From an optimization exercise on the open Yosys and OpenROAD flow, aimed at small area, a short achievable clock period and few clock cycles; shortcuts taken in it are not production practice. No run shown here included a check of the RTL's function; only the layout flow was run. No activity file was given, so power comes from the tool's default toggle rates.

--- design/flow/design.v ---
module vad_unit (
    input  wire        clk,
    input  wire        rst,           
    input  wire        cmd_valid,
    output wire        cmd_ready,
    input  wire [1:0]  cmd_op,        
    input  wire [31:0] cmd_arg,       
    input  wire [31:0] cmd_blen,      
    input  wire        s_valid,
    output wire        s_ready,
    input  wire [31:0] s_data,
    output wire        iv_valid,
    input  wire        iv_ready,
    output wire [15:0] iv_data,
    output wire        iv_last,
    output wire [1:0]  iv_mode,
    output wire        iv_reset,
    input  wire        vd_valid,
    input  wire [1:0]  vd_code,
    output wire        done,
    output wire [31:0] result,
    output wire        rate_reject,
    output wire [31:0] hist_err,
    output wire [31:0] hist_sil,
    output wire [31:0] hist_voice,
    output wire [31:0] hist_noise,
    output wire [31:0] vad_rate,
    output wire [10:0] vad_flen,
    output wire [10:0] vad_off,
    output wire [1:0]  vad_mode
);
    localparam [1:0] OP_INIT    = 2'd1;
    localparam [1:0] OP_SETMODE = 2'd2;
    localparam [1:0] OP_PROCESS = 2'd3;
    localparam [1:0] V_SIL   = 2'd0;
    localparam [1:0] V_VOICE = 2'd1;
    localparam [1:0] V_NOISE = 2'd2;
    localparam HW = 23;               
    reg        crdy;                  
    reg        acc_q;                 
    reg [1:0]  op_q;
    reg        ok_q;                  
    reg [1:0]  rc_q;                  
    reg        le3_q;                 
    reg [1:0]  lo_q;                  
    reg        locked;
    reg [1:0]  code;                  
    reg [1:0]  mode_c;
    reg        r_all;                 
    reg        r_one;                 
    reg        rrej_c;
    reg [10:0] off_c;
    reg [HW-1:0] hc_e, hc_s, hc_v, hc_n;
    reg        done_q;
    reg        ivrst_q;
    reg        run;
    reg [29:0] rem;                   
    reg [10:0] off_w;                 
    reg        nl;                    
    reg        pend;                  
    reg [HW-1:0] hw_e, hw_s, hw_v, hw_n;
    reg        sr;                    
    reg        av;                    
    reg        a_s;
    reg [7:0]  a_e;
    reg [14:0] a_m;                   
    reg        a_z;                   
    reg        a_l;
    reg        bv;                    
    reg [15:0] b_t;
    reg        b_s;
    reg        b_l;
    reg        ivv;                   
    reg [15:0] ivd;
    reg        ivl;
    reg        skv;                   
    reg [15:0] skd;
    reg        skl;
    wire        hi0    = (cmd_arg[31:16] == 16'd0);
    wire        is8k   = hi0 && (cmd_arg[15:0] == 16'd8000);
    wire        is16k  = hi0 && (cmd_arg[15:0] == 16'd16000);
    wire        is32k  = hi0 && (cmd_arg[15:0] == 16'd32000);
    wire        is48k  = hi0 && (cmd_arg[15:0] == 16'd48000);
    wire        accept = cmd_valid && crdy;
    wire        ex_init = acc_q && (op_q == OP_INIT);
    wire        ex_mode = acc_q && (op_q == OP_SETMODE);
    wire        ex_proc = acc_q && (op_q == OP_PROCESS);
    wire        pass    = ok_q && (!locked || (rc_q == code));
    wire        start   = ex_proc && pass;
    wire        rfail   = ex_proc && !pass;
    reg [10:0] flen_m2;               
    always @(*) begin
        case (code)
            2'd0:    flen_m2 = 11'd238;
            2'd1:    flen_m2 = 11'd478;
            2'd2:    flen_m2 = 11'd958;
            default: flen_m2 = 11'd1438;
        endcase
    end
    wire take = s_valid && sr;
    wire pop   = ivv && iv_ready;
    wire bpush = bv && !skv;
    wire amove = av && (!bv || bpush);
    wire av_n  = take || (av && !amove);
    wire bv_n  = amove || (bv && !bpush);
    wire skv_n = skv ? !pop : (bpush && ivv && !pop);
    wire ivv_n = skv || bpush || (ivv && !pop);
    reg [15:0] qt;
    always @(*) begin
        if (a_e == 8'hFF)
            qt = (a_m != 15'd0 || a_z) ? 16'd0 : 16'hFFFE;
        else if (a_e >= 8'd127)
            qt = 16'hFFFE;
        else if (a_e < 8'd110)
            qt = 16'd0;
        else begin
            qt = {1'b1, a_m} >> (8'd126 - a_e);
            if (qt == 16'hFFFF) qt = 16'hFFFE;
        end
    end
    wire [16:0] qsum = {b_s, b_t ^ {16{b_s}}} + 17'd1;
    wire [15:0] qd   = qsum[16:1];
    wire rem_ge1 = (rem != 30'd0);
    wire rem_ge2 = (rem[29:1] != 29'd0);
    wire rem_ge3 = (rem[29:2] != 28'd0) || (rem[1] && rem[0]);
    wire fin = run && !rem_ge1 && !bv && !ivv && !pend;
    wire [HW:0]   sn   = {1'b0, hw_s} + {1'b0, hw_n};
    wire          vmaj = ({2'b00, hw_v} >= {sn, 2'b00});
    wire          d_all = (hw_e != {HW{1'b0}});
    wire          d_one = !d_all && (hw_v != {HW{1'b0}}) && vmaj;
    wire g1      = amove ? rem_ge2 : rem_ge1;
    wire g2      = amove ? rem_ge3 : rem_ge2;
    wire more    = av_n ? g2 : g1;
    wire full_n  = av_n && bv_n && skv_n;
    wire nl_n    = take ? (!nl && (off_w == flen_m2)) : nl;
    wire pend_n  = (pend && !vd_valid) || (take && nl);
    wire run_n   = start || (run && !fin);
    wire sr_n    = run_n && more && !full_n && !(pend_n && nl_n);
    always @(posedge clk) begin
        acc_q <= accept;
        op_q  <= cmd_op;
        ok_q  <= is8k || is16k || is32k || is48k;
        rc_q  <= {is32k || is48k, is16k || is48k};
        le3_q <= (cmd_arg[31:2] == 30'd0);
        lo_q  <= cmd_arg[1:0];
        if (!av || amove) begin
            a_s <= s_data[31];
            a_e <= s_data[30:23];
            a_m <= s_data[22:8];
            a_z <= (s_data[7:0] != 8'd0);
            a_l <= nl;
        end
        if (amove) begin
            b_t <= qt;
            b_s <= a_s;
            b_l <= a_l;
        end
        if (skv ? pop : (!ivv || pop)) begin
            ivd <= skv ? skd : qd;
            ivl <= skv ? skl : b_l;
        end
        if (!skv && ivv && !pop) begin
            skd <= qd;
            skl <= b_l;
        end
        if (crdy)
            rem <= cmd_blen[31:2];
        else if (amove)
            rem <= rem - 30'd1;
        if (rst) begin
            crdy    <= 1'b1;
            acc_q   <= 1'b0;
            locked  <= 1'b0;
            code    <= 2'd0;
            mode_c  <= 2'd0;
            r_all   <= 1'b0;
            r_one   <= 1'b0;
            rrej_c  <= 1'b0;
            off_c   <= 11'd0;
            hc_e    <= {HW{1'b0}};
            hc_s    <= {HW{1'b0}};
            hc_v    <= {HW{1'b0}};
            hc_n    <= {HW{1'b0}};
            done_q  <= 1'b0;
            ivrst_q <= 1'b0;
            run     <= 1'b0;
            off_w   <= 11'd0;
            nl      <= 1'b0;
            pend    <= 1'b0;
            hw_e    <= {HW{1'b0}};
            hw_s    <= {HW{1'b0}};
            hw_v    <= {HW{1'b0}};
            hw_n    <= {HW{1'b0}};
            sr      <= 1'b0;
            av      <= 1'b0;
            bv      <= 1'b0;
            ivv     <= 1'b0;
            skv     <= 1'b0;
        end else begin
            av  <= av_n;
            bv  <= bv_n;
            ivv <= ivv_n;
            skv <= skv_n;
            sr  <= sr_n;
            run <= run_n;
            nl  <= nl_n;
            pend <= pend_n;
            if (take)
                off_w <= nl ? 11'd0 : off_w + 11'd1;
            if (vd_valid) begin
                case (vd_code)
                    V_SIL:   hw_s <= hw_s + 1'b1;
                    V_VOICE: hw_v <= hw_v + 1'b1;
                    V_NOISE: hw_n <= hw_n + 1'b1;
                    default: hw_e <= hw_e + 1'b1;
                endcase
            end
            done_q  <= ex_init || ex_mode || rfail || fin;
            ivrst_q <= ex_init;
            if (accept)
                crdy <= 1'b0;
            else if (ex_init || ex_mode || rfail || fin)
                crdy <= 1'b1;
            if (ex_init) begin
                locked <= 1'b0;
                mode_c <= 2'd0;
                off_c  <= 11'd0;
                off_w  <= 11'd0;
                nl     <= 1'b0;
                hc_e   <= {HW{1'b0}};
                hc_s   <= {HW{1'b0}};
                hc_v   <= {HW{1'b0}};
                hc_n   <= {HW{1'b0}};
                r_all  <= 1'b0;
                r_one  <= 1'b1;
                rrej_c <= 1'b0;
            end
            if (ex_mode) begin
                if (le3_q) mode_c <= lo_q;
                r_all  <= 1'b0;
                r_one  <= le3_q;
                rrej_c <= 1'b0;
            end
            if (rfail) begin
                hc_e   <= {HW{1'b0}};
                hc_s   <= {HW{1'b0}};
                hc_v   <= {HW{1'b0}};
                hc_n   <= {HW{1'b0}};
                r_all  <= 1'b1;
                r_one  <= 1'b0;
                rrej_c <= 1'b1;
            end
            if (start) begin
                code <= rc_q;
                hw_e <= {HW{1'b0}};
                hw_s <= {HW{1'b0}};
                hw_v <= {HW{1'b0}};
                hw_n <= {HW{1'b0}};
            end
            if (fin) begin
                locked <= 1'b1;
                off_c  <= off_w;
                hc_e   <= hw_e;
                hc_s   <= hw_s;
                hc_v   <= hw_v;
                hc_n   <= hw_n;
                r_all  <= d_all;
                r_one  <= d_one;
                rrej_c <= 1'b0;
            end
        end
    end
    reg [31:0] rate_o;
    reg [10:0] flen_o;
    always @(*) begin
        case (code)
            2'd0:    begin rate_o = 32'd8000;  flen_o = 11'd240;  end
            2'd1:    begin rate_o = 32'd16000; flen_o = 11'd480;  end
            2'd2:    begin rate_o = 32'd32000; flen_o = 11'd960;  end
            default: begin rate_o = 32'd48000; flen_o = 11'd1440; end
        endcase
    end
    assign cmd_ready   = crdy;
    assign s_ready     = sr;
    assign iv_valid    = ivv;
    assign iv_data     = ivd;
    assign iv_last     = ivl;
    assign iv_mode     = mode_c;
    assign iv_reset    = ivrst_q;
    assign done        = done_q;
    assign result      = {{31{r_all}}, r_all | r_one};
    assign rate_reject = rrej_c;
    assign hist_err    = {{(32-HW){1'b0}}, hc_e};
    assign hist_sil    = {{(32-HW){1'b0}}, hc_s};
    assign hist_voice  = {{(32-HW){1'b0}}, hc_v};
    assign hist_noise  = {{(32-HW){1'b0}}, hc_n};
    assign vad_rate    = locked ? rate_o : 32'd0;
    assign vad_flen    = locked ? flen_o : 11'd0;
    assign vad_off     = off_c;
    assign vad_mode    = mode_c;
endmodule
--- design/flow/run.sh ---
#!/bin/bash
# synth_recipe.tcl (not shown) runs the flow's synth.tcl, then flattens the netlist and writes it again
# the make line also repeats each setting of config.mk as NAME=value (left out here)
make -C /OpenROAD-flow-scripts/flow DESIGN_CONFIG=/design/flow/config.mk WORK_HOME=/design/flow/orfs CLKGATE_MAP_FILE= SYNTH_SCRIPT=/design/flow/synth_recipe.tcl finish
--- design/flow/config.mk ---
export PLATFORM = sky130hd
export DESIGN_NAME = vad_unit
export DESIGN_NICKNAME = vad_unit
export VERILOG_FILES = /design/flow/design.v
export SDC_FILE = /design/flow/constraint.sdc
export NUM_CORES = 4
export LEC_CHECK = 0
export ABC_CLOCK_PERIOD_IN_PS = 2000
export CAP_MARGIN = 20
export CORE_MARGIN = 2
export CORE_UTILIZATION = 40
export SLEW_MARGIN = 20
--- design/flow/constraint.sdc ---
create_clock -name core_clock -period 8.0 [get_ports {clk}]
set_input_delay 1.6000 -clock core_clock [delete_from_list [all_inputs] [get_ports {clk}]]
set_output_delay 1.6000 -clock core_clock [all_outputs]
set_load 0.01 [all_outputs]
==> results of run 1 <==
-- area by class of cell --
type,instances,share of cell area
Multi-Input combinational cell,1281,0.386
Timing Repair Buffer,292,0.137
Sequential cell,342,0.376
Clock buffer,55,0.0559
Clock inverter,14,0.00593
Inverter,42,0.00747
Tap cell,539,0.0320
-- power breakdown --
group          switching [W]  total (W)  internal (W)
registers          0.0000459    0.00188       0.00184
clock network       0.000711    0.00180       0.00109
logic               0.000144   0.000269      0.000124
total               0.000902    0.00395       0.00305
-- worst max-delay path, stage by stage (launching register included) --
cell       delay (ns)
dfxtp_1          0.38
ha_1             0.26
inv_1            0.07
fa_1             0.20
nor2b_1          0.07
o2111ai_1        0.23
nand3_1          0.14
a311oi_1         0.47
o21bai_1         0.19
a211oi_1         0.40
xor2_1           0.21
ha_1             0.27
a21o_1           0.18
a211o_1          0.30
a211o_1          0.28
nor3_1           0.28
or4b_1           0.18
o31ai_2          0.05
-- worst min-delay path by stage --
stage	end	slack [ns]	cells past startpoint
after floorplan	b_l	0.40	0
after global placement	b_s	0.41	0
after detailed placement	b_s	0.42	0
after CTS	b_s	0.44	0
after global routing	b_s	0.45	0
final	b_s	0.43	0
-- Yosys cell counts, types with 34 or more instances --
cell type  instances  area [um2]
xor2_1            82         718
nand3_1           52         260
o21ai_0          103         515
buf_4            105         788
ha_1              57         713
inv_1             41         154
nand4_1           37         231
edfxtp_1         108        3240
a21oi_1           82         410
nor4_1            34         213
clkbuf_1          57         214
xnor2_1           76         666
a22o_1           103         902
nor2_1           180         676
dfxtp_1          234        4680
nand2_1          142         533
-- flip-flops by register name, indices dropped and copies added, names as in the netlist, 8 cells and up --
register,cells
rem,30
hc_e,23
hc_n,23
hc_s,23
hc_v,23
hw_e,23
hw_n,23
hw_s,23
hw_v,23
b_t,16
ivd,16
skd,16
a_m,15
off_c,11
off_w,11
a_e,8
-- stage by stage --
step                      setup slack (ns)  instances
after floorplan                       4.28       1839
after global placement                3.29       2496
after detailed placement              3.26       2496
after CTS                             3.68       2565
after global routing                  3.35       2565
final                                 3.69       2565
-- cells by family (layout without fill, tap and decap cells) --
family,count (synthesis),count (layout),synth area share
other,1,62,0.000220
AO/OA/AOI/OAI,367,367,0.143
multiplexers,31,31,0.0225
flip-flops,342,342,0.465
AND/OR/NAND/NOR,605,605,0.174
adder cells (fa/ha/maj),58,58,0.0430
buffers and inverters,216,403,0.0713
XOR/XNOR,158,158,0.0812
-- layer usage --
metal,routed length (um),vias to the layer above
met5,0,-
met4,1190,0
met3,1820,70
met2,19600,317
met1,18800,6260
li1,-,6669
==> metrics.md, run 1 <==
| Metric | Value |
|---|---|
| Post-synth EDFFs | 108 |
| Worst Tran Pin Value | 1.07 ns |
| Cts bufs inserted | 39 |
| Initial antenna violation count | 0 |
| R2R Setup Slk | 3.69 ns |
| Met3 Track Usage GR | 0.0298 |
| Max rail drop VDD | 0.000117 V |
| Most common cell after layout, fill and taps aside | clkdlybuf4s50_1 |
| Final hold slack | 0.431 ns |
| Final Instance Area | 21100 um2 |
| CP Capture Type | flop |
| Total wire length | 41400 um |
| Setup Crit Path Kind | reg2reg |
| Final nets | 2162 |
| FF-to-FF End | r_one |
| Largest net degree at the start of global routing | 81 |
| CTS tree | yes |
| Starting Density | 0.406 |
| Core area | 42000 um2 |
| Max clock buf depth | 3 |
| Via count | 13300 |
| Die Area | 44300 um2 |
| Fin Setup TNS | 0 ns |
| CTS hold repair buffers | 0 |
| Gr usage total | 0.184 |
| Fill cell count | 3864 |
| RSZ-0062 raised after global routing | no |
| # resized after CTS | 0 |
| Diode count | 0 |
| Tcrit/Tclk final | 0.538 |
| CP Data Required Time | 8.42 ns |
| Vias in the first global route | 12800 |
| Power Density | 187 nW/um2 |
| Distinct cells, synth | 69 |
| Wire length per cell | 16.1 um |
| Layout cells sized above 1 | 0.0533 |
| Reg2Reg Launch Point | hw_s[0] |
| Crit-path max FO | 6 |
| Clock tree root buffer cell | clkbuf_16 |
| I/O Pins | 347 |
| Max-cap violations | 0 |
| Htree depth | 2 |
| Placer Congestion | 0.864 |
| Fmax | 232 MHz |
| Rows | 75 |
| HP Start | a_s |
| Hold Vio Cnt, Final | 0 |
| Clock sink total | 342 |
| Yosys warns | 1 |
| Met2 global-route usage | 0.311 |
| Clk_skew | 0.0178 ns |
| Syn-to-layout area delta | 23.8% |
| Top_reg_cell synth | dfxtp_1 |
| Skew-Pair Late Insertion Delay | 0.55 ns |
| Worst-path clk slew | 0.07 ns |
| Synthesized flop and latch total | 342 |
| Detail Placement HPWL | 30300 um |
| Crit. Startpoint | hw_s[0] |
| Final setup viols | 0 |
| Sequential fraction of the synthesis area | 0.465 |
| Worst setup endpoint | r_one |
| Worst hold path type | reg2reg |
| Power Total | 0.00395 W |
| Post-route DRC | 0 |
| Arrival time worst endpoint | 4.73 ns |
| Reg2Reg Depth | 17 |
| Vias per cell | 5.19 |
| Final core utilization | 0.502 |
| Final Max Tran Viols | 0 |
| Area of the multi-input gates | 8140 um2 |
| DRT iter0 DRCs | 707 |
| GR Overflow Total | 0 |
| Die H | 210 um |
| Status | no timing/DRC/antenna violations |
| Antenna Violating Nets Remaining | 0 |
| Crit start category | flop |
| Gate Count Post-Synth | 1778 |
| DP Area | 19800 um2 |
| Syn avg cell area | 9.59 um2 |
| Most frequent cells in the layout | clkdlybuf4s50_1, dfxtp_1, nor2_1 |
| Fraction of registers with async set/reset | 0 |
| Die W | 210 um |
| Pleak | 7.80 nW |
| First-pass GRT wire length | 66500 um |
| Busiest layer in global routing | met2 |
| DRT Pass-1 Iters | 5 |
| GRT met1 Usage | 0.237 |
| Period minus WS final | 4.31 ns |
| Synthesized area | 17000 um2 |
| Number of port buffers | 282 |
| Worst rel slew slack | 0.282 |
| Register area | 7930 um2 |
| Post-CTS setup buffers | 0 |
==> inputs of run 2 (changes only) <==
--- a/design/flow/config.mk
+++ b/design/flow/config.mk
@@ -6,5 +6,4 @@
 export NUM_CORES = 4
 export LEC_CHECK = 0
-export ABC_CLOCK_PERIOD_IN_PS = 2000
 export CAP_MARGIN = 20
 export CORE_MARGIN = 2
==> run 2 against run 1 <==
Largest power group unchanged. Largest cell class unchanged. Clock skew unchanged. Register-to-register slack about the same. Global-route usage unchanged. Sequential share of layout area unchanged.
==> metrics.md, run 2 <==
| Metric | Value |
|---|---|
| Area leader, netlist | dfxtp_1 |
| Biggest register | rem |
| Count leader, synth | dfxtp_1 |
| First-pass GRT wire length | 66500 um (unchanged) |
| RSZ-0062 raised after global routing | no |
| Crit. Startpoint | hw_s[0] |
| Status | no timing/DRC/antenna violations |
| Hold path depth | 0 (unchanged) |
| Yosys warns | 1 (unchanged) |
| Final nets | 2162 (unchanged) |
| CP Capture Type | flop |
| Post-CTS setup buffers | 0 (unchanged) |
| Total wire length | 41400 um (unchanged) |
| Via count | 13300 (unchanged) |
| Crit-path max FO | 6 (unchanged) |
| Area share of the largest cell type after synthesis | 0.275 (unchanged) |
| I/O Pins | 347 (unchanged) |
| Die W | 210 um (unchanged) |
| # resized after CTS | 0 (unchanged) |
| Die Area | 44300 um2 (unchanged) |
| Max clock buf depth | 3 (unchanged) |
| Fin Setup TNS | 0 ns (unchanged) |
| Commonest cells in the netlist | dfxtp_1, nor2_1, nand2_1 |
| Distinct cells, synth | 69 (unchanged) |
| Syn-to-layout area delta | 23.8% (unchanged) |
| Gate Count Post-Synth | 1778 (unchanged) |
| Final setup viols | 0 (unchanged) |
| GR Overflow Total | 0 (unchanged) |
| Met2 global-route usage | 0.311 (unchanged) |
| Area of the multi-input gates | 8140 um2 (unchanged) |
| Most frequent cells in the layout | clkdlybuf4s50_1, dfxtp_1, nor2_1 |
| Htree depth | 2 (unchanged) |
| Worst-path clk slew | 0.07 ns (about the same) |
| Final core utilization | 0.502 (unchanged) |
| Wire length per cell | 16.1 um (unchanged) |
| Setup Crit Path Kind | reg2reg |
| Cts bufs inserted | 39 (unchanged) |
| DRT iter0 DRCs | 707 (unchanged) |
| Most common cell after layout, fill and taps aside | clkdlybuf4s50_1 |
| Busiest layer in global routing | met2 |
| Final Max Tran Viols | 0 (unchanged) |
| Fmax | 232 MHz (unchanged) |
| Die H | 210 um (unchanged) |
| Clock tree root buffer cell | clkbuf_16 |
| Vias in the first global route | 12800 (unchanged) |
| Placed insts | 2496 (unchanged) |
| Max rail drop VDD | 0.000117 V (unchanged) |
| HP Start | a_s |
| DP Area | 19800 um2 (unchanged) |
| Hold EP | b_s |
| Largest net degree at the start of global routing | 81 (unchanged) |
| Fraction of registers with async set/reset | 0 (unchanged) |
| GRT met1 Usage | 0.237 (unchanged) |
| Top post-synthesis cells by area | dfxtp_1, edfxtp_1, a22o_1 |
| Top_reg_cell synth | dfxtp_1 |
| Post-synth EDFFs | 108 (unchanged) |
| Max-cap violations | 0 (unchanged) |
| Layout cells sized above 1 | 0.0533 (unchanged) |
| Clk_skew | 0.0178 ns (unchanged) |
| Register area | 7930 um2 (unchanged) |
| Arrival time worst endpoint | 4.73 ns (about the same) |
| Reg2Reg Depth | 17 (unchanged) |
| Tcrit/Tclk final | 0.538 (unchanged) |
| R2R Setup Slk | 3.69 ns (about the same) |
| Syn avg cell area | 9.59 um2 (unchanged) |
| Post-route DRC | 0 (unchanged) |
| Rows | 75 (unchanged) |
| Fill cell count | 3864 (unchanged) |
| Final Instance Area | 21100 um2 (unchanged) |
| CP Data Required Time | 8.42 ns (about the same) |
| CTS hold repair buffers | 0 (unchanged) |
| Sequential fraction of the synthesis area | 0.465 (unchanged) |
| Clock sink total | 342 (unchanged) |
| FF-to-FF End | r_one |
| Placer Congestion | 0.864 (unchanged) |
| Gr usage total | 0.184 (unchanged) |
| CTS tree | yes |
| Non-filler cells, final | 2565 (unchanged) |
| Synthesized area | 17000 um2 (unchanged) |
| Period minus WS final | 4.31 ns (unchanged) |
| Detail Placement HPWL | 30300 um (unchanged) |
| Initial antenna violation count | 0 (unchanged) |
| Synthesized flop and latch total | 342 (unchanged) |
| Hold Vio Cnt, Final | 0 (unchanged) |
| Core area | 42000 um2 (unchanged) |
| Power Density | 187 nW/um2 (unchanged) |
| Worst rel slew slack | 0.282 (unchanged) |
| Number of port buffers | 282 (unchanged) |
| Met3 Track Usage GR | 0.0298 (unchanged) |
| Worst hold path type | reg2reg |
| Number of flip-flops in the largest register | 30 (unchanged) |
| Vias per cell | 5.19 (unchanged) |
| Crit start category | flop |
| Reg2Reg Launch Point | hw_s[0] |
| DRT Pass-1 Iters | 5 (unchanged) |
| Antenna Violating Nets Remaining | 0 (unchanged) |
| Worst Tran Pin Value | 1.07 ns (unchanged) |
| Starting Density | 0.406 (unchanged) |
| Pleak | 7.80 nW (unchanged) |
| Diode count | 0 (unchanged) |
| Skew-Pair Late Insertion Delay | 0.55 ns (about the same) |
## run 2: cell counts in the layout (fill, tap and decap cells not counted)
No cell type changed its count.
## run 2: worst max-delay path by stage
| stage | to | slack [ns] | depth (start not counted) |
|---|---|---|---|
| finish | r_one | 3.69 | 17 |
| global route | r_one | 3.35 | 17 |
| floorplan | r_one | 4.28 | 18 |
| CTS | r_one | 3.68 | 18 |
| global placement | hw_s[22] | 3.29 | 8 |
| detailed placement | hw_s[22] | 3.26 | 8 |
## run 2: where the power goes
part           leakage (nW)  switching [W]  internal (W)  total, W
Clock                 0.640       0.000711       0.00109   0.00180
Sequential             2.96      0.0000459       0.00184   0.00188
Combinational          4.20       0.000144      0.000124  0.000269
## run 2: stage by stage
stage	hold slack [ns]	total power, W	setup slack [ns]
5_1_grt	0.450	0.00410	3.35
3_3_place_gp	0.412	0.00218	3.29
4_1_cts	0.436	0.00401	3.68
3_5_place_dp	0.419	0.00219	3.26
6_report	0.431	0.00395	3.69
2_1_floorplan	0.400	0.00210	4.28
## run 2: cell families (layout without fill, tap and decap cells)
group | after synthesis | after routing | synth area share
muxes | 31 | 31 | 0.0225
buffers and inverters | 216 | 403 | 0.0713
and+or+nand+nor | 605 | 605 | 0.174
other | 1 | 62 | 0.000220
xor gates and xnor gates | 158 | 158 | 0.0812
DFF | 342 | 342 | 0.465
AOI/OAI and AO/OA | 367 | 367 | 0.143
adders and majority gates | 58 | 58 | 0.0430
## run 2: layout make-up
cell class,instances,share of cell area
clock inverters,14,0.00593
multi-input cells,1281,0.386
well taps,539,0.0320
repair buffers,292,0.137
clock buffers,55,0.0559
flip-flops and latches,342,0.376
inverters,42,0.00747
## run 2: worst max-delay path: stages (launching register included)
cell       delay, ns
dfxtp_1         0.38
ha_1            0.26
inv_1           0.07
fa_1            0.20
nor2b_1         0.07
o2111ai_1       0.23
nand3_1         0.14
a311oi_1        0.47
o21bai_1        0.19
a211oi_1        0.40
xor2_1          0.21
ha_1            0.27
a21o_1          0.18
a211o_1         0.30
a211o_1         0.28
nor3_1          0.28
or4b_1          0.18
o31ai_2         0.05
## run 2: per-layer routing
metal,vias to the layer above,share of wire
li1,6669,-
met3,70,0.044
met5,-,0
met4,0,0.029
met2,317,0.47
met1,6260,0.45
==> inputs of run 3 (changes only) <==
--- a/design/flow/config.mk
+++ b/design/flow/config.mk
@@ -9,3 +9,4 @@
 export CORE_MARGIN = 2
 export CORE_UTILIZATION = 40
+export SETUP_SLACK_MARGIN = 4
 export SLEW_MARGIN = 20
==> run 3 against run 2 <==
Via count rose by 0.35%. Largest cell class unchanged. Synthesized cell count stayed put. Global-route usage is essentially flat. Utilization up 0.43 points. Critical endpoint unchanged. Power barely moved. Cell area up 0.86%. Worst hold slack about the same. Clock power is essentially flat. Wire length grew 0.49%. Clock skew is 0.00064 ns lower.
==> metrics.md, run 3 <==
| Metric | Value |
|---|---|
| Status | no timing/DRC/antenna violations |
| CTS tree | yes |
| Crit. Startpoint | hw_n[0] |
| Detail Placement HPWL | 30300 um (unchanged) |
| Arrival time worst endpoint | 4.36 ns (-0.37 ns) |
| Sw Share | 0.228 (about the same) |
| Non-filler cells, final | 2569 (+0.16%) |
| DP Worst Slack | 3.26 ns (unchanged) |
| Layout cells sized above 1 | 0.0704 (+0.0171) |
| Skew-Pair Late Insertion Delay | 0.55 ns (about the same) |
| Setup Crit Path Kind | reg2reg |
| Reg2Reg Launch Point | hw_n[0] |
| R2R Setup Slk | 4.11 ns (+0.41 ns) |
| Worst Tran Pin Value | 0.903 ns (-0.171 ns) |
| Clk_skew | 0.0172 ns (-0.000636 ns) |
| First-pass GRT wire length | 66700 um (+0.23%) |
| Yosys warns | 1 (unchanged) |
| Placer Congestion | 0.864 (unchanged) |
| Distinct cells, synth | 69 (unchanged) |
| Via count | 13400 (+0.35%) |
| Number of flip-flops in the largest register | 30 (unchanged) |
| Worst setup endpoint | r_one |
| Top post-synthesis cells by area | dfxtp_1, edfxtp_1, a22o_1 |
| Final setup viols | 0 (unchanged) |
| Synthesized flop and latch total | 342 (unchanged) |
| Worst hold path type | reg2reg |
| Reg2Reg Depth | 18 (+1) |
| Hold Vio Cnt, Final | 0 (unchanged) |
| Total wire length | 41600 um (+0.49%) |
| Commonest cells in the netlist | dfxtp_1, nor2_1, nand2_1 |
| Clock tree root buffer cell | clkbuf_16 |
| DRT Pass-1 Iters | 5 (unchanged) |
| Fin Setup TNS | 0 ns (unchanged) |
| Psw | 0.000902 W (about the same) |
| Max rail drop VDD | 0.000117 V (+0.16%) |
| Final hold slack | 0.431 ns (-0.00000200 ns) |
| Pleak | 7.85 nW (+0.57%) |
| Final worst slack | 4.11 ns (+0.412 ns) |
| Reg power frac | 0.476 (about the same) |
| Final nets | 2166 (+0.19%) |
| Most common cell after layout, fill and taps aside | clkdlybuf4s50_1 |
| Top_reg_cell synth | dfxtp_1 |
| Die Area | 44300 um2 (unchanged) |
| GR Overflow Total | 0 (unchanged) |
| Fmax | 257 MHz (+11%) |
| CP Capture Type | flop |
| Count leader, synth | dfxtp_1 |
| Final Max Tran Viols | 0 (unchanged) |
| Largest net degree at the start of global routing | 81 (unchanged) |
| RSZ-0062 raised after global routing | yes |
| Area leader, netlist | dfxtp_1 |
| Fraction of registers with async set/reset | 0 (unchanged) |
| Clock sink total | 342 (unchanged) |
| FF-to-FF End | r_one |
| Area share of the largest cell type after synthesis | 0.275 (unchanged) |
| Vias in the first global route | 12800 (+0.31%) |
| Worst-path clk slew | 0.06 ns (about the same) |
| Max-cap violations | 0 (unchanged) |
| Period minus WS final | 3.89 ns (-0.412 ns) |
| CTS hold repair buffers | 0 (unchanged) |
| Diode count | 0 (unchanged) |
| Antenna Violating Nets Remaining | 0 (unchanged) |
| Number of port buffers | 282 (unchanged) |
| Gate Count Post-Synth | 1778 (unchanged) |
| Most frequent cells in the layout | clkdlybuf4s50_1, dfxtp_1, nor2_1 |
| Synthesized area | 17000 um2 (unchanged) |
| Initial antenna violation count | 0 (unchanged) |
| Crit start category | flop |
| Wire length per cell | 16.2 um (+0.34%) |
| Post-synth EDFFs | 108 (unchanged) |
| Clock share of power | 0.455 (about the same) |
| Combinational Power Share | 0.069 (about the same) |
| Core area | 42000 um2 (unchanged) |
| I/O Pins | 347 (unchanged) |
| Power Density | 186 nW/um2 (-0.82%) |
| Max clock buf depth | 3 (unchanged) |
| Biggest register | rem |
| Tcrit/Tclk final | 0.487 (-0.0516) |
| Cts bufs inserted | 39 (unchanged) |
| Vias per cell | 5.20 (+0.19%) |
| Crit-path max FO | 5 (-1) |
| CP Data Required Time | 8.47 ns (+0.05 ns) |
| Syn avg cell area | 9.59 um2 (unchanged) |
| Syn-to-layout area delta | 24.9% |
| Sequential fraction of the synthesis area | 0.465 (unchanged) |
| DRT iter0 DRCs | 645 (-8.8%) |
| Die W | 210 um (unchanged) |
| Rows | 75 (unchanged) |
| Starting Density | 0.406 (unchanged) |
| Htree depth | 2 (unchanged) |
| Post-route DRC | 0 (unchanged) |
| Worst rel slew slack | 0.397 (+0.116) |
| Cell Int Power | 0.00305 W (about the same) |
| Placed insts | 2496 (unchanged) |
| Gr usage total | 0.185 (+0.000348) |
| Die H | 210 um (unchanged) |
run 3: cell counts after synthesis:
No cell type changed its count.
run 3: stage by stage:
step | total power, W | instance area (um2) | util
3_5_place_dp | 0.00219 | 19800 | 0.471
6_report | 0.00395 | 21300 | 0.506
3_3_place_gp | 0.00218 | 19800 | 0.471
2_1_floorplan | 0.00210 | 17300 | -
4_1_cts | 0.00401 | 21200 | 0.503
5_1_grt | 0.00410 | 21300 | 0.506
run 3: area by class of cell:
type | instances | area [um2]
fillers | 3847 | 20800
clock buffers | 55 | 1180
well taps | 539 | 674
clock inverters | 14 | 125
repair buffers | 296 | 2930
flip-flops and latches | 342 | 7950
multi-input cells | 1281 | 8280
inverters | 42 | 158
run 3: what timing repair did:
action	CTS	global route
setup endpoints to repair	8	11
endpoints found under the hold margin	0	0
pin swaps	2	9
setup buffers	0	4
resized for setup	13	28
run 3: kinds of logic after synthesis:
family | after synthesis | share of synthesized area
flip-flops | 342 | 0.465
XOR/XNOR | 158 | 0.0812
AO/OA/AOI/OAI | 367 | 0.143
other | 1 | 0.000220
AND/OR/NAND/NOR | 605 | 0.174
adder cells (fa/ha/maj) | 58 | 0.0430
multiplexers | 31 | 0.0225
buffers and inverters | 216 | 0.0713
run 3: per-layer routing:
layer | part of all wire | vias up | track usage
li1 | - | 6673 | -
met1 | 0.46 | 6321 | 0.238
met2 | 0.47 | 295 | 0.310
met3 | 0.043 | 73 | 0.0299
met4 | 0.031 | 0 | 0.0738
met5 | 0 | - | 0
run 3: power by group through the flow:
stage	clock [W]	sequential, W	combinational [W]
floorplan	0	0.00190	0.000195
global placement	0	0.00191	0.000265
detailed placement	0	0.00192	0.000268
CTS	0.00186	0.00188	0.000271
global route	0.00191	0.00189	0.000302
finish	0.00180	0.00188	0.000272
run 3: worst min path at each step:
stage                     cells past startpoint  end  slack, ns  from
after floorplan                               0  b_l       0.40   a_l
after global placement                        0  b_s       0.41   a_s
after detailed placement                      0  b_s       0.42   a_s
after CTS                                     0  b_s       0.44   a_s
after global routing                          0  b_s       0.45   a_s
final                                         0  b_s       0.43   a_s
run 3: worst max-delay path, stage by stage (launching register included):
cell and delay [ns]:
dfxtp_4 0.37, ha_4 0.17, inv_1 0.06, fa_2 0.22
nor2b_2 0.06, o2111ai_2 0.21, nand3_2 0.13, a311oi_2 0.37
o21bai_2 0.16, a211oi_2 0.27, xor2_1 0.12, ha_1 0.31
a21o_1 0.11, a211o_1 0.14, a31oi_1 0.05, a311oi_1 0.24
nand4_1 0.11, or4b_4 0.52, o31ai_2 0.18
==> inputs of run 4 (changes only) <==
--- a/design/flow/config.mk
+++ b/design/flow/config.mk
@@ -9,4 +9,4 @@
 export CORE_MARGIN = 2
 export CORE_UTILIZATION = 40
-export SETUP_SLACK_MARGIN = 4
+export SETUP_SLACK_MARGIN = 5
 export SLEW_MARGIN = 20
==> run 4 against run 3 <==
Fmax rose by 1.3%. Die area did not move. Cell area rose by 2.3%. Power fell by 0.95%. Count of clock-buffer cells in the layout rose by 9. Clock skew rose by 0.0017 ns. Non-clock buffer count rose by 40. Largest cell class unchanged. Still clean.
==> metrics.md, run 4 <==
| Metric | Value |
|---|---|
| GR Overflow Total | 0 (unchanged) |
| Reg2Reg Depth | 18 (unchanged) |
| CP Data Required Time | 8.41 ns (-0.06 ns) |
| Antenna Violating Nets Remaining | 0 (unchanged) |
| Die Area | 44300 um2 (unchanged) |
| Worst rel slew slack | 0.388 (-0.00926) |
| Skew-Pair Late Insertion Delay | 0.54 ns (about the same) |
| Initial antenna violation count | 0 (unchanged) |
| Top post-synthesis cells by area | dfxtp_1, edfxtp_1, a22o_1 |
| Most frequent cells in the layout | dfxtp_1, nor2_1, dlygate4sd2_1 |
| Final setup viols | 0 (unchanged) |
| DP Worst Slack | 3.34 ns (+0.0847 ns) |
| Worst-path clk slew | 0.06 ns (about the same) |
| Most common cell after layout, fill and taps aside | dfxtp_1 |
| Status | no timing/DRC/antenna violations |
| Vias per cell | 5.19 (-0.12%) |
| FF-to-FF End | r_one |
| CP max stage cell | a311oi_4 |
| Final Max Tran Viols | 0 (unchanged) |
| Hold EP | b_s |
| Count leader, synth | dfxtp_1 |
| Reg2Reg Launch Point | hw_n[0] |
| Synthesized area | 17000 um2 (unchanged) |
| Setup Crit Path Kind | reg2reg |
| Largest net degree at the start of global routing | 93 (+15%) |
| Max clock buf depth | 3 (unchanged) |
| Vias in the first global route | 12900 (+0.54%) |
| DRT iter0 DRCs | 734 (+14%) |
| Gr usage total | 0.188 (+0.00363) |
| Diode count | 0 (unchanged) |
| Detail Placement HPWL | 29700 um (-2.0%) |
| Yosys warns | 1 (unchanged) |
| Max rail drop VDD | 0.000114 V (-2.6%) |
| Final nets | 2208 (+1.9%) |
| Number of flip-flops in the largest register | 30 (unchanged) |
| Cell Int Power | 0.00303 W (-0.65%) |
| Cts bufs inserted | 39 (unchanged) |
| Fraction of registers with async set/reset | 0 (unchanged) |
| Synthesized flop and latch total | 342 (unchanged) |
| Hold Vio Cnt, Final | 0 (unchanged) |
| Core area | 42000 um2 (unchanged) |
| Tcrit/Tclk final | 0.481 (-0.00611) |
| I/O Pins | 347 (unchanged) |
| Syn avg cell area | 9.59 um2 (unchanged) |
| Clock share of power | 0.449 (-0.006) |
| Top_reg_cell synth | dfxtp_1 |
| Top delay family on crit path | compound AO/OA/AOI/OAI gates |
| Power Density | 180 nW/um2 (-3.2%) |
| Htree depth | 2 (unchanged) |
| Via count | 13600 (+1.5%) |
| Wire length per cell | 16.4 um (+1.2%) |
| Area share of the largest cell type after synthesis | 0.275 (unchanged) |
| Layout cells sized above 1 | 0.125 (+0.0541) |
| Arrival time worst endpoint | 4.26 ns (-0.10 ns) |
| Worst Tran Pin Value | 0.909 ns (+0.00673 ns) |
| Hold path depth | 0 (unchanged) |
| Period minus WS final | 3.85 ns (-0.0489 ns) |
| Clk_skew | 0.0189 ns (+0.00172 ns) |
| Final worst slack | 4.15 ns (+0.0489 ns) |
| Psw | 0.000884 W (-2.0%) |
| Reg power frac | 0.479 (+0.003) |
| Crit start category | flop |
| Die W | 210 um (unchanged) |
| Post-synth EDFFs | 108 (unchanged) |
| Commonest cells in the netlist | dfxtp_1, nor2_1, nand2_1 |
| Critical path's largest stage delay | 0.38 ns (-0.14 ns) |
| Starting Density | 0.406 (unchanged) |
| Distinct cells, synth | 69 (unchanged) |
| CTS tree | yes |
| DRT Pass-1 Iters | 5 (unchanged) |
| Clock sink total | 342 (unchanged) |
| Pleak | 9.04 nW (+15%) |
| Sequential fraction of the synthesis area | 0.465 (unchanged) |
| Total wire length | 42800 um (+2.9%) |
| Crit-path max FO | 3 (-2) |
| Gate Count Post-Synth | 1778 (unchanged) |
| Clock tree root buffer cell | clkbuf_16 |
| Area leader, netlist | dfxtp_1 |
| CP Cell Sequence | ha_4 > inv_2 > fa_2 > nor2b_4 > o2111ai_2 > nand3_2 > a311oi_4 > o21bai_2 > a211oi_2 > xor2_1 > ha_1 > a21o_1 > a211o_1 > buf_4 > a211o_1 > nor3_2 > or4b_4 > o31ai_2 |
| Biggest register | rem |
| Worst path buffer plus inverter count | 2 (+1) |
| Max-cap violations | 0 (unchanged) |
| CP most frequent cell | a211o_1 |
| Fin Setup TNS | 0 ns (unchanged) |
| Placer Congestion | 0.864 (about the same) |
| RSZ-0062 raised after global routing | yes |
| Sw Share | 0.226 (-0.00233) |
| Syn-to-layout area delta | 27.8% |
| Post-route DRC | 0 (unchanged) |
| Number of port buffers | 282 (unchanged) |
| Fmax | 260 MHz (+1.3%) |
| HP Start | a_s |
| CP Capture Type | flop |
| Worst hold path type | reg2reg |
| Combinational Power Share | 0.072 (+0.003) |
| Rows | 75 (unchanged) |
| R2R Setup Slk | 4.15 ns (+0.05 ns) |
| First-pass GRT wire length | 67600 um (+1.4%) |
| CTS hold repair buffers | 0 (unchanged) |
| Die H | 210 um (unchanged) |
==> run 4: cell type report <==
cell class / instances / area [um2]
fill: 3908 / 20300
multi-input combinational: 1283 / 8610
tap: 539 / 674
timing repair buffer: 336 / 3080
inverter: 42 / 160
clock buffer: 64 / 1220
clock inverter: 5 / 52.6
sequential: 342 / 7970
==> run 4: worst max-delay path by stage <==
stage                     cells past startpoint    end    start  slack (ns)
after floorplan                              18  r_one  hw_s[0]        4.53
after global placement                        5  r_one      rst        3.36
after detailed placement                      5  r_one      rst        3.34
after CTS                                    18  r_one  hw_n[0]        4.15
after global routing                         17  r_one  hw_s[1]        3.96
final                                        18  r_one  hw_n[0]        4.15
==> run 4: repair_timing <==
| item | 4_1_cts | 5_1_grt |
|---|---|---|
| buffers inserted | 29 | 18 |
| setup endpoints to repair | 386 | 214 |
| gates resized for setup | 293 | 86 |
| gates cloned | 2 | 0 |
| pin swaps | 25 | 42 |
==> run 4: through the flow <==
| step | total power (W) | hold WS, ns | instances | util | area (um2) |
|---|---|---|---|---|---|
| 3_3_place_gp | 0.00218 | 0.411 | 2493 | 0.473 | 19900 |
| 4_1_cts | 0.00397 | 0.419 | 2593 | 0.509 | 21400 |
| 5_1_grt | 0.00408 | 0.427 | 2611 | 0.518 | 21800 |
| 3_5_place_dp | 0.00219 | 0.405 | 2493 | 0.473 | 19900 |
| 6_report | 0.00392 | 0.423 | 2611 | 0.518 | 21800 |
| 2_1_floorplan | 0.00210 | 0.400 | 1839 | - | 17400 |
==> run 4: layer usage <==
metal | vias to the layer above | GRT usage | part of all wire
li1 | 6751 | - | -
met1 | 6429 | 0.250 | 0.46
met2 | 315 | 0.315 | 0.47
met3 | 69 | 0.0273 | 0.040
met4 | 0 | 0.0651 | 0.026
met5 | - | 0 | 0
==> run 4: cells by family after synthesis <==
family,Yosys count,synth area share
compound gates,367,0.143
other cells,1,0.000220
fa+ha+maj,58,0.0430
xor+xnor,158,0.0812
simple gates,605,0.174
buf+inv,216,0.0713
mux,31,0.0225
flops,342,0.465
==> run 4: power by group through the flow <==
stage	combinational, W	sequential [W]	clock (W)
after floorplan	0.000196	0.00190	0
after global placement	0.000266	0.00192	0
after global routing	0.000314	0.00188	0.00188
after detailed placement	0.000269	0.00192	0
final	0.000282	0.00188	0.00176
after CTS	0.000276	0.00188	0.00181
==> inputs of run 5 (changes only) <==
--- a/design/flow/design.v
+++ b/design/flow/design.v
@@ -62,8 +62,9 @@
     reg        sr;                    
     reg        av;                    
-    reg        a_s;
-    reg [7:0]  a_e;
+    reg        a_s;                   
+    reg [4:0]  a_j;                   
     reg [14:0] a_m;                   
     reg        a_z;                   
+    reg        a_c;                   
     reg        a_l;
     reg        bv;                    
@@ -77,4 +78,7 @@
     reg [15:0] skd;
     reg        skl;
+    reg        vdv_q;
+    reg [1:0]  vdc_q;
+    reg        fin_q;                 
     wire        hi0    = (cmd_arg[31:16] == 16'd0);
     wire        is8k   = hi0 && (cmd_arg[15:0] == 16'd8000);
@@ -106,17 +110,12 @@
     wire skv_n = skv ? !pop : (bpush && ivv && !pop);
     wire ivv_n = skv || bpush || (ivv && !pop);
-    reg [15:0] qt;
-    always @(*) begin
-        if (a_e == 8'hFF)
-            qt = (a_m != 15'd0 || a_z) ? 16'd0 : 16'hFFFE;
-        else if (a_e >= 8'd127)
-            qt = 16'hFFFE;
-        else if (a_e < 8'd110)
-            qt = 16'd0;
-        else begin
-            qt = {1'b1, a_m} >> (8'd126 - a_e);
-            if (qt == 16'hFFFF) qt = 16'hFFFE;
-        end
-    end
+    wire [7:0]  s_e   = s_data[30:23];
+    wire        s_nan = (s_e == 8'hFF) && (s_data[22:0] != 23'd0);
+    wire        s_z   = s_nan || (s_e < 8'd110);
+    wire        s_c   = !s_nan && ((s_e >= 8'd127) ||
+                                   (s_e == 8'd126 && s_data[22:8] == 15'h7FFF));
+    wire [4:0]  s_j   = 5'd30 - s_e[4:0];         
+    wire [15:0] qsh = {1'b1, a_m} >> a_j;
+    wire [15:0] qt  = a_z ? 16'd0 : a_c ? 16'hFFFE : qsh;
     wire [16:0] qsum = {b_s, b_t ^ {16{b_s}}} + 17'd1;
     wire [15:0] qd   = qsum[16:1];
@@ -124,9 +123,9 @@
     wire rem_ge2 = (rem[29:1] != 29'd0);
     wire rem_ge3 = (rem[29:2] != 28'd0) || (rem[1] && rem[0]);
-    wire fin = run && !rem_ge1 && !bv && !ivv && !pend;
-    wire [HW:0]   sn   = {1'b0, hw_s} + {1'b0, hw_n};
-    wire          vmaj = ({2'b00, hw_v} >= {sn, 2'b00});
+    wire fin = run && !rem_ge1 && !bv && !ivv && !pend && !vdv_q;
+    wire signed [26:0] vdiff = $signed({4'd0, hw_v}) - $signed({2'd0, hw_s, 2'd0})
+                                                     - $signed({2'd0, hw_n, 2'd0});
     wire          d_all = (hw_e != {HW{1'b0}});
-    wire          d_one = !d_all && (hw_v != {HW{1'b0}}) && vmaj;
+    wire          d_one = !d_all && (hw_v != {HW{1'b0}}) && !vdiff[26];
     wire g1      = amove ? rem_ge2 : rem_ge1;
     wire g2      = amove ? rem_ge3 : rem_ge2;
@@ -134,5 +133,5 @@
     wire full_n  = av_n && bv_n && skv_n;
     wire nl_n    = take ? (!nl && (off_w == flen_m2)) : nl;
-    wire pend_n  = (pend && !vd_valid) || (take && nl);
+    wire pend_n  = (pend && !vdv_q) || (take && nl);
     wire run_n   = start || (run && !fin);
     wire sr_n    = run_n && more && !full_n && !(pend_n && nl_n);
@@ -146,7 +145,8 @@
         if (!av || amove) begin
             a_s <= s_data[31];
-            a_e <= s_data[30:23];
+            a_j <= s_j;
             a_m <= s_data[22:8];
-            a_z <= (s_data[7:0] != 8'd0);
+            a_z <= s_z;
+            a_c <= s_c;
             a_l <= nl;
         end
@@ -193,4 +193,6 @@
             hw_n    <= {HW{1'b0}};
             sr      <= 1'b0;
+            vdv_q   <= 1'b0;
+            fin_q   <= 1'b0;
             av      <= 1'b0;
             bv      <= 1'b0;
@@ -208,6 +210,6 @@
             if (take)
                 off_w <= nl ? 11'd0 : off_w + 11'd1;
-            if (vd_valid) begin
-                case (vd_code)
+            if (vdv_q) begin
+                case (vdc_q)
                     V_SIL:   hw_s <= hw_s + 1'b1;
                     V_VOICE: hw_v <= hw_v + 1'b1;
@@ -216,9 +218,12 @@
                 endcase
             end
-            done_q  <= ex_init || ex_mode || rfail || fin;
+            vdv_q   <= vd_valid;
+            vdc_q   <= vd_code;
+            fin_q   <= fin;
+            done_q  <= ex_init || ex_mode || rfail || fin_q;
             ivrst_q <= ex_init;
             if (accept)
                 crdy <= 1'b0;
-            else if (ex_init || ex_mode || rfail || fin)
+            else if (ex_init || ex_mode || rfail || fin_q)
                 crdy <= 1'b1;
             if (ex_init) begin
@@ -258,5 +263,5 @@
                 hw_n <= {HW{1'b0}};
             end
-            if (fin) begin
+            if (fin_q) begin
                 locked <= 1'b1;
                 off_c  <= off_w;
==> run 5 against run 4 <==
Still clean. Critical path depth is 1 higher. Worst hold slack got worse by 0.0099 ns. Critical endpoint unchanged. Clock power increased by 5%. Clock skew fell by 0.0034 ns. First-iteration DRC count rose by 1.2%. Final cell count down 0.15%. Via count is 1.5% lower.
==> metrics.md, run 5 <==
| Metric | Value |
|---|---|
| Status | no timing/DRC/antenna violations |
| Skew-Pair Late Insertion Delay | 0.56 ns (+0.02 ns) |
| Worst rel slew slack | 0.412 (+0.0236) |
| Vias per cell | 5.13 (-1.3%) |
| Area share of the largest cell type after synthesis | 0.274 (-0.000311) |
| Max rail drop VDD | 0.000149 V (+30%) |
| Cell Int Power | 0.00311 W (+2.6%) |
| Psw | 0.000946 W (+7.0%) |
| Post-synth EDFFs | 108 (unchanged) |
| Syn avg cell area | 9.64 um2 (+0.57%) |
| Tcrit/Tclk final | 0.519 (+0.0379) |
| Fmax | 241 MHz (-7.3%) |
| Commonest cells in the netlist | dfxtp_1, nor2_1, nand2_1 |
| Fraction of registers with async set/reset | 0 (unchanged) |
| Gate Count Post-Synth | 1785 (+0.39%) |
| I/O Pins | 347 (unchanged) |
| Post-route DRC | 0 (unchanged) |
| Most common cell after layout, fill and taps aside | dfxtp_1 |
| Fin Setup TNS | 0 ns (unchanged) |
| CP Data Required Time | 8.50 ns (+0.09 ns) |
| GR Overflow Total | 0 (unchanged) |
| Sw Share | 0.233 (+0.00747) |
| RSZ-0062 raised after global routing | yes |
| Htree depth | 2 (unchanged) |
| Syn-to-layout area delta | 25.3% |
| Rows | 76 (+1.3%) |
| Power Density | 188 nW/um2 (+4.6%) |
| Gr usage total | 0.193 (+0.00509) |
| Clk_skew | 0.0155 ns (-0.00338 ns) |
| DP Area | 20000 um2 (+0.50%) |
| Max-cap violations | 0 (unchanged) |
| Biggest register | rem |
| First-pass GRT wire length | 69400 um (+2.6%) |
| Starting Density | 0.402 (-0.00325) |
| Cts bufs inserted | 40 (+2.6%) |
| Most frequent cells in the layout | dfxtp_1, nor2_1, nand2_1 |
| Via count | 13400 (-1.5%) |
| Hold Vio Cnt, Final | 0 (unchanged) |
| Synthesized flop and latch total | 344 (+0.58%) |
| Combinational Power Share | 0.079 (+0.007) |
| Reg power frac | 0.468 (-0.011) |
| Crit-path max FO | 3 (unchanged) |
| Clock tree root buffer cell | clkbuf_16 |
| Crit start category | flop |
| Synthesized area | 17200 um2 (+0.97%) |
| Core area | 42800 um2 (+1.8%) |
| Final setup viols | 0 (unchanged) |
| Top_reg_cell synth | dfxtp_1 |
| Worst hold path type | reg2reg |
| CTS hold repair buffers | 0 (unchanged) |
| Count leader, synth | dfxtp_1 |
| Sequential fraction of the synthesis area | 0.463 (-0.00214) |
| Vias in the first global route | 12800 (-0.57%) |
| Initial antenna violation count | 0 (unchanged) |
| Worst Tran Pin Value | 0.876 ns (-0.0337 ns) |
| DRT Pass-1 Iters | 5 (unchanged) |
| Layout cells sized above 1 | 0.0922 (-0.0323) |
| Total wire length | 43900 um (+2.5%) |
| Yosys warns | 1 (unchanged) |
| Arrival time worst endpoint | 4.65 ns (+0.39 ns) |
| Die W | 211 um (+0.47%) |
| CP Capture Type | flop |
| Clock share of power | 0.453 (+0.004) |
| Number of flip-flops in the largest register | 30 (unchanged) |
| Final Max Tran Viols | 0 (unchanged) |
| Number of port buffers | 282 (unchanged) |
| Setup Crit Path Kind | reg2reg |
| Placer Congestion | 0.840 (-2.8%) |
| Period minus WS final | 4.15 ns (+0.304 ns) |
| Final Instance Area | 21600 um2 (-0.98%) |
| Die Area | 44700 um2 (+0.95%) |
| Antenna Violating Nets Remaining | 0 (unchanged) |
| Final nets | 2195 (-0.59%) |
| Wire length per cell | 16.8 um (+2.6%) |
| CTS tree | yes |
| Pleak | 8.80 nW (-2.7%) |
| Detail Placement HPWL | 30400 um (+2.4%) |
| Worst-path clk slew | 0.06 ns (about the same) |
| Die H | 211 um (+0.47%) |
| Max clock buf depth | 3 (unchanged) |
| Clock sink total | 344 (+0.58%) |
| DRT iter0 DRCs | 743 (+1.2%) |
| Area leader, netlist | dfxtp_1 |
| Distinct cells, synth | 79 (+14%) |
| Largest net degree at the start of global routing | 93 (unchanged) |
| Top post-synthesis cells by area | dfxtp_1, edfxtp_1, xnor2_1 |
run 5: changes by cell type after synthesis, sizes merged, moves of 8 or more:
| cell | delta |
|---|---|
| nor4 | -8 |
| xnor2 | +33 |
| or3 | -8 |
| nor3 | +18 |
| nand4 | -8 |
| or4 | -8 |
| inv | +32 |
| xor2 | -24 |
| nor2 | +17 |
| o21ai | -34 |
run 5: final timing paths:
kind / cells past startpoint / endpoint / from / slack [ns]
max: 19 / r_one / hw_v[2] / 3.85
min: 0 / b_s / a_s / 0.41
max reg2reg: 19 / r_one / hw_v[2] / 3.85
min reg2reg: 0 / b_s / a_s / 0.41
run 5: final cells by class:
class,instances,area (um2)
timing repair buffer,314,3000
tap,546,683
clock inverter,15,173
multi-input combinational,1256,8260
antenna,1,2.50
fill,3969,21200
clock buffer,57,1160
inverter,74,292
sequential,344,8000
run 5: cells by family (layout without fill, tap and decap cells):
kind of cell	count (synthesis)	after routing	share of synthesized area
buffers and inverters	247	460	0.0779
and+or+nand+nor	599	600	0.170
AOI/OAI and AO/OA	322	322	0.129
other	1	63	0.000218
xor gates and xnor gates	167	167	0.0850
muxes	45	45	0.0315
adders and majority gates	60	60	0.0439
DFF	344	344	0.463
run 5: metal layers:
| layer | wire length (um) | vias up | global-route usage |
|---|---|---|---|
| met4 | 942 | 0 | 0.0542 |
| met2 | 20400 | 342 | 0.315 |
| met1 | 19700 | 6337 | 0.256 |
| li1 | - | 6634 | - |
| met3 | 2810 | 53 | 0.0469 |
| met5 | 0 | - | 0 |
run 5: worst max-delay path, cell delays in order (launching register included):
cell and delay (ns):
dfxtp_4 0.36, inv_4 0.07, ha_4 0.12, inv_1 0.04, fa_2 0.37, a21oi_4 0.15
nor2_2 0.06, o41a_1 0.41, o31a_1 0.33, a211o_1 0.34, a21o_1 0.20, a21oi_2 0.14
xnor2_1 0.08, ha_1 0.27, o21a_1 0.11, o21a_1 0.14, o21ai_2 0.05, or4_4 0.54
a21oi_4 0.14, a31o_2 0.16
run 5: stage by stage:
stage | total power, W | utilization | setup WS, ns | hold WS, ns | std cells
after floorplan | 0.00213 | - | 4.28 | 0.400 | 1846
after global placement | 0.00222 | 0.467 | 3.80 | 0.402 | 2509
after detailed placement | 0.00223 | 0.467 | 3.78 | 0.405 | 2509
after CTS | 0.00410 | 0.500 | 3.98 | 0.413 | 2600
after global routing | 0.00423 | 0.504 | 3.70 | 0.421 | 2606
final | 0.00405 | 0.504 | 3.85 | 0.413 | 2607
run 5: repair_timing:
action / in CTS / in global routing
cloned: 3 / 2
pin swaps: 3 / 16
resized for setup: 270 / 46
endpoints found under the setup margin: 377 / 184
buffers inserted: 16 / 4
run 5: power by group through the flow:
stage	registers, W	clock network, W	logic [W]
2_1_floorplan	0.00191	0	0.000221
3_3_place_gp	0.00193	0	0.000291
3_5_place_dp	0.00194	0	0.000294
4_1_cts	0.00190	0.00189	0.000317
5_1_grt	0.00190	0.00197	0.000358
6_report	0.00190	0.00184	0.000322
==> inputs of run 6 (changes only) <==
--- a/design/flow/config.mk
+++ b/design/flow/config.mk
@@ -9,4 +9,3 @@
 export CORE_MARGIN = 2
 export CORE_UTILIZATION = 40
-export SETUP_SLACK_MARGIN = 5
 export SLEW_MARGIN = 20
==> run 6 against run 5 <==
Still clean. Synthesized cell count stayed put. Critical path depth decreased by 1. Count of clock-buffer cells in the layout decreased by 2. Final cell count is 1.0% lower. Non-clock buffer count fell by 23. First-iteration DRC count down 22%. Fmax fell by 4.6%. Synthesized area unchanged. Die area unchanged. Wire length shrank 4.8%. Cell area shrank 1.0%. Utilization is 0.52 points lower. Critical path type unchanged. Highest routed layer unchanged.
==> metrics.md, run 6 <==
| Metric | Value |
|---|---|
| CP Capture Type | flop |
| HP Start | a_s |
| Most frequent cells in the layout | clkdlybuf4s50_1, dfxtp_1, nor2_1 |
| Final hold slack | 0.416 ns (+0.00335 ns) |
| Skew-Pair Late Insertion Delay | 0.54 ns (-0.02 ns) |
| GR Overflow Total | 0 (unchanged) |
| CTS tree | yes |
| Max-cap violations | 0 (unchanged) |
| Final setup viols | 0 (unchanged) |
| Placer Congestion | 0.830 (-1.2%) |
| Detail Placement HPWL | 30500 um (+0.17%) |
| Clock sink total | 344 (unchanged) |
| Starting Density | 0.402 (unchanged) |
| Die W | 211 um (unchanged) |
| Power Density | 191 nW/um2 (+1.6%) |
| Final Max Tran Viols | 0 (unchanged) |
| Sequential fraction of the synthesis area | 0.463 (unchanged) |
| Commonest cells in the netlist | dfxtp_1, nor2_1, nand2_1 |
| First-pass GRT wire length | 65900 um (-4.9%) |
| Layout cells sized above 1 | 0.0610 (-0.0313) |
| Status | no timing/DRC/antenna violations |
| I/O Pins | 347 (unchanged) |
| Top_reg_cell synth | dfxtp_1 |
| Final nets | 2170 (-1.1%) |
| DRT iter0 DRCs | 578 (-22%) |
| DRT Pass-1 Iters | 5 (unchanged) |
| Fill cell count | 3934 (-0.88%) |
| RSZ-0062 raised after global routing | no |
| Tcrit/Tclk final | 0.544 (+0.0248) |
| Top post-synthesis cells by area | dfxtp_1, edfxtp_1, xnor2_1 |
| Vias in the first global route | 12400 (-2.8%) |
| Max rail drop VDD | 0.000136 V (-8.4%) |
| Hold path depth | 0 (unchanged) |
| CTS hold repair buffers | 0 (unchanged) |
| Die H | 211 um (unchanged) |
| Worst hold path type | reg2reg |
| Pleak | 7.92 nW (-10%) |
| Worst-path clk slew | 0.06 ns (about the same) |
| Yosys warns | 1 (unchanged) |
| Post-synth EDFFs | 108 (unchanged) |
| Die Area | 44700 um2 (unchanged) |
| CP Data Required Time | 8.50 ns (about the same) |
| Area share of the largest cell type after synthesis | 0.274 (unchanged) |
| Reg2Reg Launch Point | hw_s[0] |
| Initial antenna violation count | 0 (unchanged) |
| Wire length per cell | 16.2 um (-3.8%) |
| Hold Vio Cnt, Final | 0 (unchanged) |
| Hold EP | b_s |
| Gate Count Post-Synth | 1785 (unchanged) |
| Area leader, netlist | dfxtp_1 |
| Antenna Violating Nets Remaining | 0 (unchanged) |
| Via count | 13100 (-2.0%) |
| Arrival time worst endpoint | 4.84 ns (+0.19 ns) |
| Fmax | 230 MHz (-4.6%) |
| Fraction of registers with async set/reset | 0 (unchanged) |
| Syn avg cell area | 9.64 um2 (unchanged) |
| R2R Setup Slk | 3.65 ns (-0.20 ns) |
| Worst rel slew slack | 0.308 (-0.104) |
| # resized after CTS | 0 (-100%) |
| Total wire length | 41800 um (-4.8%) |
| Post-CTS setup buffers | 0 (-16) |
| Clock tree root buffer cell | clkbuf_16 |
| Max clock buf depth | 3 (unchanged) |
| Number of flip-flops in the largest register | 30 (unchanged) |
| Distinct cells, synth | 79 (unchanged) |
| Biggest register | rem |
| Count leader, synth | dfxtp_1 |
| Crit-path max FO | 5 (+2) |
| FF-to-FF End | r_one |
| Gr usage total | 0.184 (-0.00976) |
| Synthesized area | 17200 um2 (unchanged) |
| Synthesized flop and latch total | 344 (unchanged) |
| Cts bufs inserted | 39 (-2.5%) |
| Htree depth | 2 (unchanged) |
| Worst Tran Pin Value | 1.04 ns (+0.163 ns) |
| Fin Setup TNS | 0 ns (unchanged) |
| Most common cell after layout, fill and taps aside | clkdlybuf4s50_1 |
| Period minus WS final | 4.35 ns (+0.199 ns) |
| Largest net degree at the start of global routing | 93 (unchanged) |
| Rows | 76 (unchanged) |
| Post-route DRC | 0 (unchanged) |
| Reg2Reg Depth | 18 (-1) |
| Syn-to-layout area delta | 24.0% |
| Clk_skew | 0.0164 ns (+0.000897 ns) |
| Vias per cell | 5.08 (-1.0%) |
| Core area | 42800 um2 (unchanged) |
| Crit start category | flop |
| Setup Crit Path Kind | reg2reg |
| Number of port buffers | 282 (unchanged) |
run 6: layout make-up:
| cell class | count | area, um2 | area share |
|---|---|---|---|
| Multi-Input combinational cell | 1255 | 8150 | 0.382 |
| Sequential cell | 344 | 7970 | 0.373 |
| Timing Repair Buffer | 291 | 2890 | 0.135 |
| Clock buffer | 55 | 1160 | 0.0543 |
| Tap cell | 546 | 683 | 0.0320 |
| Inverter | 74 | 278 | 0.0130 |
| Clock inverter | 15 | 211 | 0.00991 |
| Antenna cell | 1 | 2.50 | 0.000117 |
run 6: logic make-up (layout without fill, tap and decap cells):
kind of cell | after synthesis | count (layout) | synth area share
AO/OA/AOI/OAI | 322 | 322 | 0.129
AND/OR/NAND/NOR | 599 | 599 | 0.170
flip-flops | 344 | 344 | 0.463
XOR/XNOR | 167 | 167 | 0.0850
adder cells (fa/ha/maj) | 60 | 60 | 0.0439
other | 1 | 63 | 0.000218
multiplexers | 45 | 45 | 0.0315
buffers and inverters | 247 | 435 | 0.0779
run 6: worst max-delay path by stage:
stage               startpoint  endpoint  slack (ns)  cells after the start
detailed placement     hw_s[0]     r_one        3.68                     18
global route           hw_s[0]     r_one        3.34                     18
floorplan              hw_v[2]     r_one        4.14                     19
global placement       hw_s[0]     r_one        3.76                     18
finish                 hw_s[0]     r_one        3.65                     18
CTS                    hw_s[0]     r_one        3.66                     18
run 6: power breakdown:
part	leakage [nW]	internal, W	switching [W]
clock	0.672	0.00117	0.000711
sequential	2.98	0.00185	0.0000529
combinational	4.26	0.000140	0.000153
run 6: worst max-delay path, stage by stage (launching register included):
cell,delay (ns)
dfxtp_1,0.44
ha_1,0.21
inv_1,0.05
fa_1,0.41
a21oi_2,0.17
nor2_1,0.08
o41a_1,0.42
o31a_1,0.33
a211o_1,0.32
a21o_1,0.21
a21oi_2,0.14
xnor2_1,0.10
ha_1,0.28
o21a_1,0.13
o21a_1,0.10
o21ai_0,0.06
or4_1,0.48
a21oi_1,0.20
a31o_2,0.17
run 6: per-stage QoR:
stage	worst slack, ns	power, W	util	std cells	instance area (um2)
after floorplan	4.14	0.00213	-	1846	17400
after global placement	3.76	0.00222	0.467	2510	20000
after detailed placement	3.68	0.00223	0.467	2510	20000
after CTS	3.66	0.00413	0.499	2580	21300
after global routing	3.34	0.00424	0.499	2580	21300
final	3.65	0.00408	0.499	2581	21300
run 6: per-layer routing:
metal / vias to the layer above / global-route usage / routed length, um
met3: 41 / 0.0457 / 2740
met1: 6166 / 0.242 / 19200
met2: 321 / 0.303 / 19200
met5: - / 0 / 0
li1: 6572 / - / -
met4: 0 / 0.0427 / 615

what the ideal ports hide:
The results above use ideal ports. As a check the final layouts listed here were re-extracted and re-timed, cells and wires unchanged. Step 1 (the two cells are an assumption about what drives the block):
set clk [get_ports {clk}]
set_driving_cell -lib_cell sky130_fd_sc_hd__clkbuf_16 $clk
set_driving_cell -lib_cell sky130_fd_sc_hd__buf_2 [delete_from_list [all_inputs] $clk]
Step 2 also shifts input and output timing later by t, the mid clock arrival at the registers, as if the neighbouring blocks saw the same clock. a / b / c = ideal / step 1 / step 2; a / b = the first two.
run | t (ns) | slack for setup (ns) | hold slack, ns | worst register clock-pin slew, ns
run 1 | 0.596 | 3.693 / 3.693 / 3.276 | 0.431 / 0.431 / 0.431 | 0.07 / 0.07
run 2 | 0.596 | 3.693 / 3.693 / 3.276 | 0.431 / 0.431 / 0.431 | 0.07 / 0.07
run 3 | 0.597 | 4.105 / 4.105 / 3.654 | 0.431 / 0.431 / 0.431 | 0.06 / 0.06
run 4 | 0.589 | 4.154 / 4.154 / 4.154 | 0.423 / 0.423 / 0.423 | 0.06 / 0.06
run 5 | 0.605 | 3.851 / 3.851 / 3.851 | 0.413 / 0.413 / 0.413 | 0.06 / 0.06
run 6 | 0.595 | 3.652 / 3.652 / 3.652 | 0.416 / 0.416 / 0.416 | 0.06 / 0.06
After both steps every run listed still meets setup and hold. The setup slack of run 3, which loses most, moves by 0.000 ns with the drivers and by -0.451 ns with both steps.
